Source: an optimization exercise on an open RTL-to-GDS flow (aim: a short achievable clock period and few clock cycles per item). Production flows keep margins and buffers that such runs may drop.
Only simulation tests tie the RTL to the original design; equivalence was not proved.
Power is estimated from default activity; no workload was simulated.

### design/flow/flow/run.sh
#!/bin/bash
# The standard layout, with repair_timing aiming for more setup slack than the
# 10 ns clock needs, so that the layout is sized for a shorter period.
set -euo pipefail
bash standard.sh SETUP_SLACK_MARGIN=6.6 finish > standard.log 2>&1
### design/flow/standard.sh
#!/bin/bash
# synth_recipe.tcl (not shown) runs the flow's synth.tcl, then flattens the netlist and writes it again
# the make line also repeats each setting of config.mk as NAME=value (left out here)
make -C /OpenROAD-flow-scripts/flow DESIGN_CONFIG=/design/flow/config.mk WORK_HOME=/design/flow/orfs CLKGATE_MAP_FILE= SYNTH_SCRIPT=/design/flow/synth_recipe.tcl "${@:-finish}"
### design/flow/config.mk
export PLATFORM = sky130hd
export DESIGN_NAME = rle_dec
export DESIGN_NICKNAME = rle_dec
export VERILOG_FILES = /design/flow/design.v
export SDC_FILE = /design/flow/constraint.sdc
export NUM_CORES = 4
export LEC_CHECK = 0
export CAP_MARGIN = 20
export CORE_MARGIN = 2
export CORE_UTILIZATION = 25
export PLACE_DENSITY = 0.35
export SLEW_MARGIN = 20
export TNS_END_PERCENT = 100
### design/flow/constraint.sdc
create_clock -name core_clock -period 10.0 [get_ports {clk}]
set_input_delay 2.0000 -clock core_clock [delete_from_list [all_inputs] [get_ports {clk}]]
set_output_delay 2.0000 -clock core_clock [all_outputs]
set_load 0.01 [all_outputs]
### design/flow/design.v
module rle_dec (
    input  wire        clk,
    input  wire        rst,          
    input  wire        start,        
    input  wire        clear,        
    input  wire [15:0] in_len,       
    output wire [13:0] mem_addr,     
    input  wire [31:0] mem_rdata,    
    output reg         out_valid,
    output reg  [31:0] out_data,
    output wire        busy,
    output wire        done,
    output wire        error,
    output reg  [3:0]  cause,
    output reg  [31:0] info,
    output reg  [31:0] num,
    output wire [20:0] hdr_cfg,      
    output reg  [18:0] pos,
    output reg  [20:0] fill
);
    localparam [31:0] MAX_SYMBOLS = 32'd1048576;
    localparam [3:0] C_OVER_READ    = 4'd1,
                     C_RUN_OVERFLOW = 4'd2,
                     C_OUT_CAPACITY = 4'd3;
    localparam TW = 84;              
    localparam [1:0] PM_IDLE = 2'd0, PM_HDR = 2'd1, PM_SETUP = 2'd2, PM_ITEM = 2'd3;
    reg        busy_q, done_q, error_q;
    reg        run;                      
    reg        acc_q;                    
    reg [15:0] d_len;
    wire       kill   = rst | clear;
    wire       accept = start & ~busy_q & ~kill;
    wire       fin;                      
    reg        c_ok;
    assign busy  = busy_q;
    assign done  = done_q;
    assign error = error_q;
    always @(posedge clk) begin
        acc_q <= accept;
        if (accept) d_len <= in_len;
        if (kill) begin
            busy_q  <= 1'b0;
            done_q  <= 1'b0;
            error_q <= 1'b0;
        end else if (accept) begin
            busy_q  <= 1'b1;
            done_q  <= 1'b0;
            error_q <= 1'b0;
        end else if (fin) begin
            busy_q  <= 1'b0;
            done_q  <= c_ok;
            error_q <= ~c_ok;
        end
        run <= ~kill & (acc_q | (run & ~fin));
    end
    reg [13:0] faddr;        
    reg        req_q;        
    reg        rv_q;         
    reg        mqv;          
    reg [31:0] mq;
    reg [31:0] q0, q1, q2;
    reg [2:0]  qv;           
    wire       hv = qv[0];
    wire       qpop;         
    assign mem_addr = faddr;
    wire [2:0] inflight = {2'b00, qv[0]} + {2'b00, qv[1]} + {2'b00, qv[2]} +
                          {2'b00, mqv} + {2'b00, rv_q} + {2'b00, req_q};
    wire       issue    = accept | acc_q | (run & (inflight < 3'd3));
    always @(posedge clk) begin
        mq   <= mem_rdata;
        rv_q <= req_q;
        mqv  <= rv_q & ~acc_q;
        if (kill | fin) begin
            faddr <= 14'd0;
            req_q <= 1'b0;
        end else begin
            faddr <= faddr + {13'd0, req_q};
            req_q <= issue;
        end
    end
    reg [31:0] s0, s1, s2;
    reg [2:0]  sv;
    always @(*) begin
        if (qpop) begin
            {s2, s1, s0} = {32'd0, q2, q1};
            sv = {1'b0, qv[2:1]};
        end else begin
            {s2, s1, s0} = {q2, q1, q0};
            sv = qv;
        end
        if (mqv) begin
            if (!sv[0])      s0 = mq;
            else if (!sv[1]) s1 = mq;
            else             s2 = mq;
            sv = {sv[1:0], 1'b1};
        end
    end
    always @(posedge clk) begin
        q0 <= s0; q1 <= s1; q2 <= s2;
        qv <= acc_q ? 3'd0 : sv;
    end
    reg [1:0]    pm;
    reg [TW-1:0] win;        
    reg [6:0]    vcnt;       
    reg          room;       
    reg          hfit;       
    reg [7:0]    dv [0:4];   
    reg [18:0]   p;          
    reg [20:0]   rb;         
    reg          lit;        
    reg [15:0]   lrem;       
    reg [4:0]    ws_m1;
    reg [3:0]    rs0_m1, rs1_m1, rs2_m1, rs3_m1;
    reg [5:0]    n0, n1, n2, n3;             
    reg [5:0]    nw;                         
    reg [4:0]    r0, r1, r2, r3;             
    reg [3:0]    lsh0, lsh1, lsh2, lsh3;     
    reg [5:0]    vsh0, vsh1, vsh2, vsh3;     
    reg [4:0]    wsh;                        
    reg [31:0]   wmask;
    reg        c_v, c_grp, c_F;
    reg [1:0]  c_S;
    reg [15:0] c_L;
    reg [31:0] c_val;
    reg [18:0] c_p;
    reg [20:0] c_rb;
    reg        c_end;
    reg [2:0]  fcnt;
    wire       F = win[TW-1];
    wire [1:0] S = win[TW-2:TW-3];
    wire [5:0] cn [0:4];
    assign cn[0] = n0; assign cn[1] = n1; assign cn[2] = n2; assign cn[3] = n3;
    assign cn[4] = nw;
    wire [TW-1:0] sw [0:4];
    wire [4:0]    fit;
    genvar g;
    generate
        for (g = 0; g < 5; g = g + 1) begin : cand
            assign fit[g] = ~dv[g][7];
            assign sw[g]  = win << cn[g];
        end
    endgenerate
    wire space_ok = ({1'b0, fcnt} + {3'd0, c_v}) < 4'd3;
    wire go       = run & (pm == PM_ITEM) & ~c_end & space_ok & (lit ? fit[4] : fit[S]);
    wire hgo      = run & (pm == PM_HDR) & hfit;
    wire app      = run & ~go & ~hgo & hv & room;
    assign qpop   = app;
    wire [TW-1:0] wd     = {q0, {(TW-32){1'b0}}} >> vcnt;
    wire [TW-1:0] win_g  = lit ? sw[4] : sw[S];
    wire [TW-1:0] win_h  = hgo ? (win << 53) : (app ? (win | wd) : win);
    wire [TW-1:0] win_n  = go ? win_g : win_h;
    wire [15:0] lf  = win[TW-4 -: 16];
    wire [15:0] lx0 = lf >> lsh0;
    wire [15:0] lx1 = lf >> lsh1;
    wire [15:0] lx2 = lf >> lsh2;
    wire [15:0] lx3 = lf >> lsh3;
    wire [50:0] tf  = win[TW-1 -: 51];
    wire [50:0] gw0 = tf >> vsh0;
    wire [50:0] gw1 = tf >> vsh1;
    wire [50:0] gw2 = tf >> vsh2;
    wire [50:0] gw3 = tf >> vsh3;
    wire [31:0] vw  = win[TW-1 -: 32] >> wsh;
    reg  [15:0] Lsel;
    reg  [31:0] gsel;
    always @(*) begin
        case (S)
            2'd0:    begin Lsel = lx0; gsel = gw0[31:0]; end
            2'd1:    begin Lsel = lx1; gsel = gw1[31:0]; end
            2'd2:    begin Lsel = lx2; gsel = gw2[31:0]; end
            default: begin Lsel = lx3; gsel = gw3[31:0]; end
        endcase
    end
    wire [31:0] item_val = lit ? vw : (gsel & wmask);
    wire [31:0] h_num = win[TW-1 -: 32];
    wire [4:0]  h_ws  = win[TW-33 -: 5];
    wire [3:0]  h_rs0 = win[TW-38 -: 4];
    wire [3:0]  h_rs1 = win[TW-42 -: 4];
    wire [3:0]  h_rs2 = win[TW-46 -: 4];
    wire [3:0]  h_rs3 = win[TW-50 -: 4];
    wire [18:0] l8    = {d_len, 3'b000};
    reg        h_err;
    reg [3:0]  h_cause;
    reg [31:0] h_info;
    reg [18:0] h_pos;
    reg [4:0]  h_cfgn;       
    reg        h_numok;
    always @(*) begin
        h_err = 1'b1; h_cause = C_OVER_READ; h_info = 32'd0; h_pos = 19'd0;
        h_cfgn = 5'b00000; h_numok = 1'b1;
        if (l8 < 19'd32) begin
            h_info = 32'd32; h_pos = 19'd0; h_numok = 1'b0;
        end else if (h_num > MAX_SYMBOLS) begin
            h_cause = C_OUT_CAPACITY; h_info = h_num; h_pos = 19'd32;
        end else if (l8 < 19'd37) begin
            h_info = 32'd5; h_pos = 19'd32;
        end else if (l8 < 19'd41) begin
            h_info = 32'd4; h_pos = 19'd37; h_cfgn = 5'b00001;
        end else if (l8 < 19'd45) begin
            h_info = 32'd4; h_pos = 19'd41; h_cfgn = 5'b00011;
        end else if (l8 < 19'd49) begin
            h_info = 32'd4; h_pos = 19'd45; h_cfgn = 5'b00111;
        end else if (l8 < 19'd53) begin
            h_info = 32'd4; h_pos = 19'd49; h_cfgn = 5'b01111;
        end else begin
            h_err = 1'b0; h_cause = 4'd0; h_pos = 19'd53; h_cfgn = 5'b11111;
        end
    end
    assign hdr_cfg = {rs3_m1, rs2_m1, rs1_m1, rs0_m1, ws_m1};
    wire       setup = run & (pm == PM_SETUP);
    wire [5:0] n0_n = {2'b00, rs0_m1} + {1'b0, ws_m1} + 6'd5;
    wire [5:0] n1_n = {2'b00, rs1_m1} + {1'b0, ws_m1} + 6'd5;
    wire [5:0] n2_n = {2'b00, rs2_m1} + {1'b0, ws_m1} + 6'd5;
    wire [5:0] n3_n = {2'b00, rs3_m1} + {1'b0, ws_m1} + 6'd5;
    wire [5:0] nw_n = {1'b0, ws_m1} + 6'd1;
    wire [5:0] cnx [0:4];
    assign cnx[0] = n0_n; assign cnx[1] = n1_n; assign cnx[2] = n2_n;
    assign cnx[3] = n3_n; assign cnx[4] = nw_n;
    wire [5:0] ncs   = lit ? nw : cn[{1'b0, S}];
    wire [6:0] vc_a  = vcnt + (app ? 7'd32 : 7'd0);
    wire [6:0] vc_n  = go ? vcnt - {1'b0, ncs} : hgo ? vcnt - 7'd53 : vc_a;
    integer k, c;
    reg [7:0] tv [0:24];
    reg [7:0] dv_n [0:4];
    always @(*) begin
        for (c = 0; c < 5; c = c + 1)
            for (k = 0; k < 5; k = k + 1)
                tv[c*5+k] = dv[k] - {2'b00, cn[c]};
        for (k = 0; k < 5; k = k + 1) begin
            if (go)         dv_n[k] = lit ? tv[20+k] : tv[S*5+k];
            else if (hgo)   dv_n[k] = dv[k] - 8'd53;
            else if (setup) dv_n[k] = {1'b0, vc_a} - {2'b00, cnx[k]};
            else            dv_n[k] = dv[k] + (app ? 8'd32 : 8'd0);
        end
    end
    always @(posedge clk) begin
        win  <= acc_q ? {TW{1'b0}} : win_n;
        vcnt <= acc_q ? 7'd0 : vc_n;
        room <= acc_q ? 1'b1 : (vc_n <= TW - 32);
        hfit <= acc_q ? 1'b0 : (vc_n >= 7'd53);
        for (k = 0; k < 5; k = k + 1)
            dv[k] <= acc_q ? 8'h80 : dv_n[k];
        c_v  <= go;
        if (acc_q) begin
            pm     <= PM_HDR;
            lit    <= 1'b0;
            ws_m1  <= 5'd0;
            rs0_m1 <= 4'd0; rs1_m1 <= 4'd0; rs2_m1 <= 4'd0; rs3_m1 <= 4'd0;
            num    <= 32'd0;
        end else if (hgo) begin
            pm  <= h_err ? PM_IDLE : PM_SETUP;
            num <= h_numok ? h_num : 32'd0;
            ws_m1  <= h_cfgn[0] ? h_ws  : 5'd0;
            rs0_m1 <= h_cfgn[1] ? h_rs0 : 4'd0;
            rs1_m1 <= h_cfgn[2] ? h_rs1 : 4'd0;
            rs2_m1 <= h_cfgn[3] ? h_rs2 : 4'd0;
            rs3_m1 <= h_cfgn[4] ? h_rs3 : 4'd0;
            p   <= 19'd53;
            rb  <= {2'b00, l8} - 21'd53;
        end else if (setup) begin
            pm <= PM_ITEM;
            n0 <= n0_n; n1 <= n1_n; n2 <= n2_n; n3 <= n3_n;
            nw <= nw_n;
            r0 <= {1'b0, rs0_m1} + 5'd1;
            r1 <= {1'b0, rs1_m1} + 5'd1;
            r2 <= {1'b0, rs2_m1} + 5'd1;
            r3 <= {1'b0, rs3_m1} + 5'd1;
            lsh0 <= 4'd15 - rs0_m1;
            lsh1 <= 4'd15 - rs1_m1;
            lsh2 <= 4'd15 - rs2_m1;
            lsh3 <= 4'd15 - rs3_m1;
            vsh0 <= 6'd46 - {2'd0, rs0_m1} - {1'd0, ws_m1};
            vsh1 <= 6'd46 - {2'd0, rs1_m1} - {1'd0, ws_m1};
            vsh2 <= 6'd46 - {2'd0, rs2_m1} - {1'd0, ws_m1};
            vsh3 <= 6'd46 - {2'd0, rs3_m1} - {1'd0, ws_m1};
            wsh  <= 5'd31 - ws_m1;
            wmask  <= ~(32'hfffffffe << ws_m1);
        end else if (run && c_end) begin
            pm <= PM_IDLE;
        end else if (go) begin
            p  <= p  + {13'd0, ncs};
            rb <= rb - {15'd0, ncs};
            if (!lit) begin
                if (!F && Lsel != 16'd0) begin
                    lit  <= 1'b1;
                    lrem <= Lsel;
                end
            end else begin
                lrem <= lrem - 16'd1;
                if (lrem == 16'd1) lit <= 1'b0;
            end
        end
        c_grp <= ~lit;
        c_F   <= F;
        c_S   <= S;
        c_L   <= Lsel;
        c_val <= item_val;
        c_p   <= p;
        c_rb  <= rb;
    end
    reg [20:0] nrem;         
    reg [4:0]  rc;
    reg [5:0]  nc;
    always @(*) begin
        case (c_S)
            2'd0:    begin rc = r0; nc = n0; end
            2'd1:    begin rc = r1; nc = n1; end
            2'd2:    begin rc = r2; nc = n2; end
            default: begin rc = r3; nc = n3; end
        endcase
    end
    wire        rsm   = ~c_rb[20] & (c_rb[19:6] == 14'd0);    
    wire        rneg  = c_rb[20];
    wire [5:0]  rlo   = c_rb[5:0];
    wire        lt1   = rneg | (rsm & (rlo < 6'd1));
    wire        lt3   = rneg | (rsm & (rlo < 6'd3));
    wire        lt3r  = rneg | (rsm & (rlo < ({1'b0, rc} + 6'd3)));
    wire        ltn   = rneg | (rsm & (rlo < nc));
    wire        ltw   = rneg | (rsm & (rlo < nw));
    wire        ovf   = {5'd0, c_L} >= nrem;
    wire [18:0] p3r   = c_p + {14'd0, rc} + 19'd3;
    reg        t_end, t_ok, t_push;
    reg [3:0]  t_cause;
    reg [31:0] t_info;
    reg [18:0] t_pos;
    always @(*) begin
        t_end = 1'b1; t_ok = 1'b0; t_push = 1'b0;
        t_cause = C_OVER_READ; t_info = 32'd0; t_pos = c_p;
        if (c_grp) begin
            if (nrem == 21'd0) begin
                t_ok = 1'b1; t_cause = 4'd0; t_pos = c_p;
            end else if (lt1) begin
                t_info = 32'd1; t_pos = c_p;
            end else if (lt3) begin
                t_info = 32'd2; t_pos = c_p + 19'd1;
            end else if (lt3r) begin
                t_info = {27'd0, rc}; t_pos = c_p + 19'd3;
            end else if (ovf) begin
                t_cause = C_RUN_OVERFLOW; t_info = {15'd0, c_L} + 32'd1; t_pos = p3r;
            end else if (ltn) begin
                t_info = {26'd0, nw}; t_pos = p3r;
            end else begin
                t_end = 1'b0; t_push = 1'b1;
            end
        end else begin
            if (ltw) begin
                t_info = {26'd0, nw}; t_pos = c_p;
            end else begin
                t_end = 1'b0; t_push = 1'b1;
            end
        end
    end
    wire cgo  = run & c_v & ~c_end;
    wire push = cgo & t_push;
    always @(posedge clk) begin
        if (acc_q) begin
            c_end <= 1'b0;
            c_ok  <= 1'b0;
        end else if (hgo) begin
            nrem  <= h_num[20:0];
            c_end <= h_err;
            c_ok  <= 1'b0;
            cause <= h_cause;
            info  <= h_info;
            pos   <= h_pos;
        end else if (cgo) begin
            if (t_end) begin
                c_end <= 1'b1;
                c_ok  <= t_ok;
                cause <= t_cause;
                info  <= t_info;
                pos   <= t_pos;
            end else if (c_grp) begin
                nrem <= nrem - {5'd0, c_L} - 21'd1;
            end
        end
    end
    reg [31:0] fv [0:3];
    reg [15:0] fc [0:3];
    reg [3:0]  fs;
    reg [1:0]  wp, rp;
    reg [15:0] e_left;
    reg        e_more;
    reg [31:0] e_val;
    wire        fne   = fcnt != 3'd0;
    wire [31:0] h_val = fv[rp];
    wire [15:0] h_cm1 = fc[rp];
    wire        h_sgl = fs[rp];
    wire        take  = run & ~e_more & fne;
    wire        emit  = run & (e_more | fne);
    wire        c_run = c_grp & c_F;
    assign fin = run & c_end &
                 ((e_more & (e_left == 16'd1) & ~fne) |
                  (~e_more & ~fne) |
                  (~e_more & (fcnt == 3'd1) & h_sgl));
    always @(posedge clk) begin
        fv[wp] <= c_val;
        fc[wp] <= c_run ? c_L : 16'd0;
        fs[wp] <= ~c_run | (c_L == 16'd0);
        if (acc_q) begin
            wp <= 2'd0; rp <= 2'd0; fcnt <= 3'd0;
            e_more <= 1'b0; e_left <= 16'd0;
            fill <= 21'd0;
        end else begin
            wp   <= wp + {1'd0, push};
            rp   <= rp + {1'd0, take};
            fcnt <= fcnt + {2'd0, push} - {2'd0, take};
            if (e_more) begin
                e_left <= e_left - 16'd1;
                e_more <= e_left != 16'd1;
            end else if (take) begin
                e_val  <= h_val;
                e_left <= h_cm1;
                e_more <= ~h_sgl;
            end
            if (emit) fill <= fill + 21'd1;
        end
        out_valid <= emit & ~kill;
        out_data  <= e_more ? e_val : h_val;
    end
endmodule
==> run summary <==
-- flip-flops by register name, indices dropped and copies added, names as in the netlist, 21 cells and up --
name      count
nrem         21
e_val        32
out_data     32
fc           64
q0           32
q2           32
q1           32
fill         21
mq           32
num          32
dv           40
fv          128
c_rb         21
win          84
c_val        32
info         32
wmask        31
rb           21
-- synthesized netlist by cell type, types with 42 or more instances --
master and n:
nand4_1 42, a211oi_1 113, nor2b_1 82, a221oi_1 71, nand3_1 161, buf_2 75, inv_1 325, o221ai_1 53
mux4_2 96, a21oi_1 485, nor3_1 179, clkbuf_1 331, a31oi_1 127, o22ai_1 106, buf_1 61, fa_1 47
and3_1 56, mux2_2 90, a22o_1 61, a21o_1 83, a22oi_1 132, nor4_1 65, ha_1 369, edfxtp_1 491
nor2_1 652, o21ai_0 449, dfxtp_1 519, mux2i_1 528, o21a_1 59, nand2b_1 69, xnor2_1 181, nand2_1 849
xor2_1 144, o211ai_1 60
-- kinds of logic (layout without fill, tap and decap cells) --
group           count (synthesis)  in the layout
other cells                     1             12
compound gates               2202           2206
simple gates                 2319           2321
fa+ha+maj                     416            416
mux                           716            717
xor+xnor                      325            325
flops                        1010           1010
buf+inv                       847           1759
-- worst paths after layout --
check / to / slack (ps)
max reg2reg: dv[2][7] / 6020
min reg2reg: c_p[4] / 370
max: dv[2][7] / 6020
min: c_p[4] / 370
-- what timing repair did --
action                                  CTS  global route
resized for setup                      2293           830
buffers inserted                        434           235
cloned                                   47            10
endpoints found under the hold margin     0             0
setup endpoints to repair               792           480
pin swaps                               325           414
-- area by class of cell --
class	instances	area (sq um)	share of cell area [%]
clock inverters	57	503	0.504
diodes	10	25.0	0.0251
clock buffers	183	3820	3.83
repair buffers	1178	12300	12.4
repair inverters	2	32.5	0.0326
multi-input cells	5987	51500	51.7
inverters	339	1460	1.47
well taps	3743	4680	4.70
flip-flops and latches	1010	25300	25.4
-- per-layer routing --
metal / GRT usage [%] / up-vias / routed length (um)
met5: 0 / - / 115
met3: 4.55 / 1094 / 30200
met4: 15.4 / 16 / 30500
li1: - / 30900 / -
met2: 44.7 / 3521 / 189000
met1: 36.9 / 36100 / 177000
-- per-stage QoR --
step	power, mW	instances	worst slack (ps)
floorplan	8.05	7837	6040
global placement	9.96	11500	4360
detailed placement	9.94	11500	4530
CTS	16.5	12300	6000
global route	18.1	12500	5930
finish	17.6	12500	6020
-- worst register-to-register path, delay by kind of cell (launching register included) --
kind	cells	cell delay, ps
AND/OR/NAND/NOR	4	690
flip-flops	1	440
buffers and inverters	8	880
adder cells (fa/ha/maj)	1	170
multiplexers	2	760
XOR/XNOR	1	160
AO/OA/AOI/OAI	4	790
-- where the power goes --
| part | switching (mW) | internal [mW] |
|---|---|---|
| Clock | 2.02 | 2.86 |
| Sequential | 0.441 | 4.66 |
| Combinational | 4.40 | 3.19 |
| Total | 6.87 | 10.7 |
==> metrics.yaml <==
sta:
  final.setup.tns_ps: 0
  skew_ps: 93.1
  rsz0062_at_grt: "true"
  setup_viol: 0
  min_period_ps: 3980
  hold_viol_final: 0
  fin_hold_ws_ps: 370
  finalCritPeriodShare_pct: 39.8
  relSlewSlack_pct: 17.8
  worst_pin_slew_ps: 1230
  timing.fmax_ghz: 0.251
  drv_slew: 0
placement:
  io_buffers: 228
  dpl-instance-area_sq_mm: 0.0779
  hpwl_um: 296000
  gp_congestion: 0.972
grt:
  grt_max_degree: 101
  antenna_found_initial: 24
  grt_pass1_vias: 69300
  overflow: 0
  grt_pass1_wl_um: 576000
  track_usage_pct: 28.3
cts:
  cts_buffers: 140
  clockBufferDepth: 4
  cts_tree: "done"
  cts_root_buffer: "clkbuf_16"
  cts.sinks: 1010
  clk_pin_slew_ps: 70
  worstSkewPairLatency_ps: 860
  hold_buffers: 0
  h-tree-depth: 4
logic_synthesis:
  synth_compound_area_share_pct: 20.8
  synth_top_area_share_pct: 20.8
  synth_cell_types: 109
  syn_inst: 7836
  yosysWarnings: 4
  synthArstFlopShare_pct: 0
  synth_adder_area_share_pct: 7.86
  synth-simple-area-share_pct: 14.8
  synth_area_leaders: "edfxtp_1, dfxtp_1, mux2i_1"
  synth_top_family_by_area: "compound AO/OA/AOI/OAI gates"
  synth.largest_area_cell: "edfxtp_1"
  synth_mux_area_share_pct: 12.0
  synth_xor_area_share_pct: 4.02
  synth.avg_cell_area_sq_um: 9.03
  synth-edff-count: 491
  ys.flop_type: "dfxtp_1"
  ys_seq_elements: 1010
  synth-seq-area-share_pct: 35.5
  syn_area_sq_mm: 0.0707
worst_setup_path:
  slowest_delay_ps: 570
  crit_family: "buffers and inverters"
  timing.rr.start: "win[81]"
  path_depth: 20
  critical_path.cell_chain: "buf_12 -> buf_6 -> buf_6 -> mux4_2 -> mux2i_4 -> nand3_4 -> inv_8 -> nor2_4 -> nand2_4 -> buf_12 -> inv_8 -> buf_16 -> ha_4 -> xor2_4 -> or3_4 -> buf_4 -> a211oi_4 -> o32ai_2 -> a31oi_1 -> o21a_1"
  cp-start-kind: "register"
  startpoint: "win[81]"
  critPathArrivalTime_ps: 4710
  reg2regPathDepth: 20
  worstPathMaxFanout: 5
  required_ps: 10730
  path_buf_inv: 8
  crit_type: "reg -> reg"
  slowest_stage: "mux4_2"
  cp-end-kind: "register"
worst_hold_path:
  hold_path_class: "reg -> reg"
  hold_path_depth: 0
  worstHoldStart: "p[4]"
layout:
  layout.nets: 9126
  post-route-util_pct: 35.4
  fillers: 28700
  stdcell_area_sq_mm: 0.0997
  drive_gt1_share_pct: 33.6
  area_growth_pct: 41.0
  final_common_cell: "nand2_1"
  final_cell_mix: "nand2_1, buf_4, nor2_1"
floorplan:
  die_w_um: 536
  num_rows: 195
  io_pins: 231
  coreArea_sq_mm: 0.282
  die_h_um: 536
  start_util_pct: 25.1
  dieArea_sq_mm: 0.287
routing:
  wl_per_cell_um: 34.1
  drt-initial-drc-count: 7600
  drc: 0
  via_count: 71600
  vias_per_cell: 5.72
  antenna_left: 0
  routed_wl_um: 427000
  dr.pass1.iters: 8
power_and_ir_drop:
  p_leak_nw: 38.6
  ir_drop_v: 0.000115
  p_per_area_mw_per_mm2: 176
run_status:
  status: "complete, no violations"
flow_run:
  timing.max_cap.violations: 0
Testbench counts, summed over its fixed seeds: cycles 305,593, symbols 302,885.

-- static timing again, ports no longer ideal --
How much do the figures lean on ideal ports? The routed layout below was timed once more, with nothing changed but the port constraints. Step 1: set_driving_cell puts a clkbuf_16 on clk and a buf_2 on each other input, an assumption about the parent block. Step 2 adds t to the input delays and takes it off the output delays; t is the mean of the earliest and latest rising clock arrival at the registers after step 1. Input paths then give back, and output paths get back, about the clock's delay inside the block. a / b / c = no drivers / after step 1 / after step 2; a / b = the first two.
t, ns: 0.901
setup WS [ns]: 6.017 / 6.017 / 6.017
hold WS [ns]: 0.370 / 0.370 / 0.370
clock arrival spread, ns: 0.110 / 0.111
cell pins on the clock port's net: 1
After both steps setup and hold are still met in this run. The setup slack of this run moves by 0.000 ns with the drivers and by 0.000 ns with both steps.
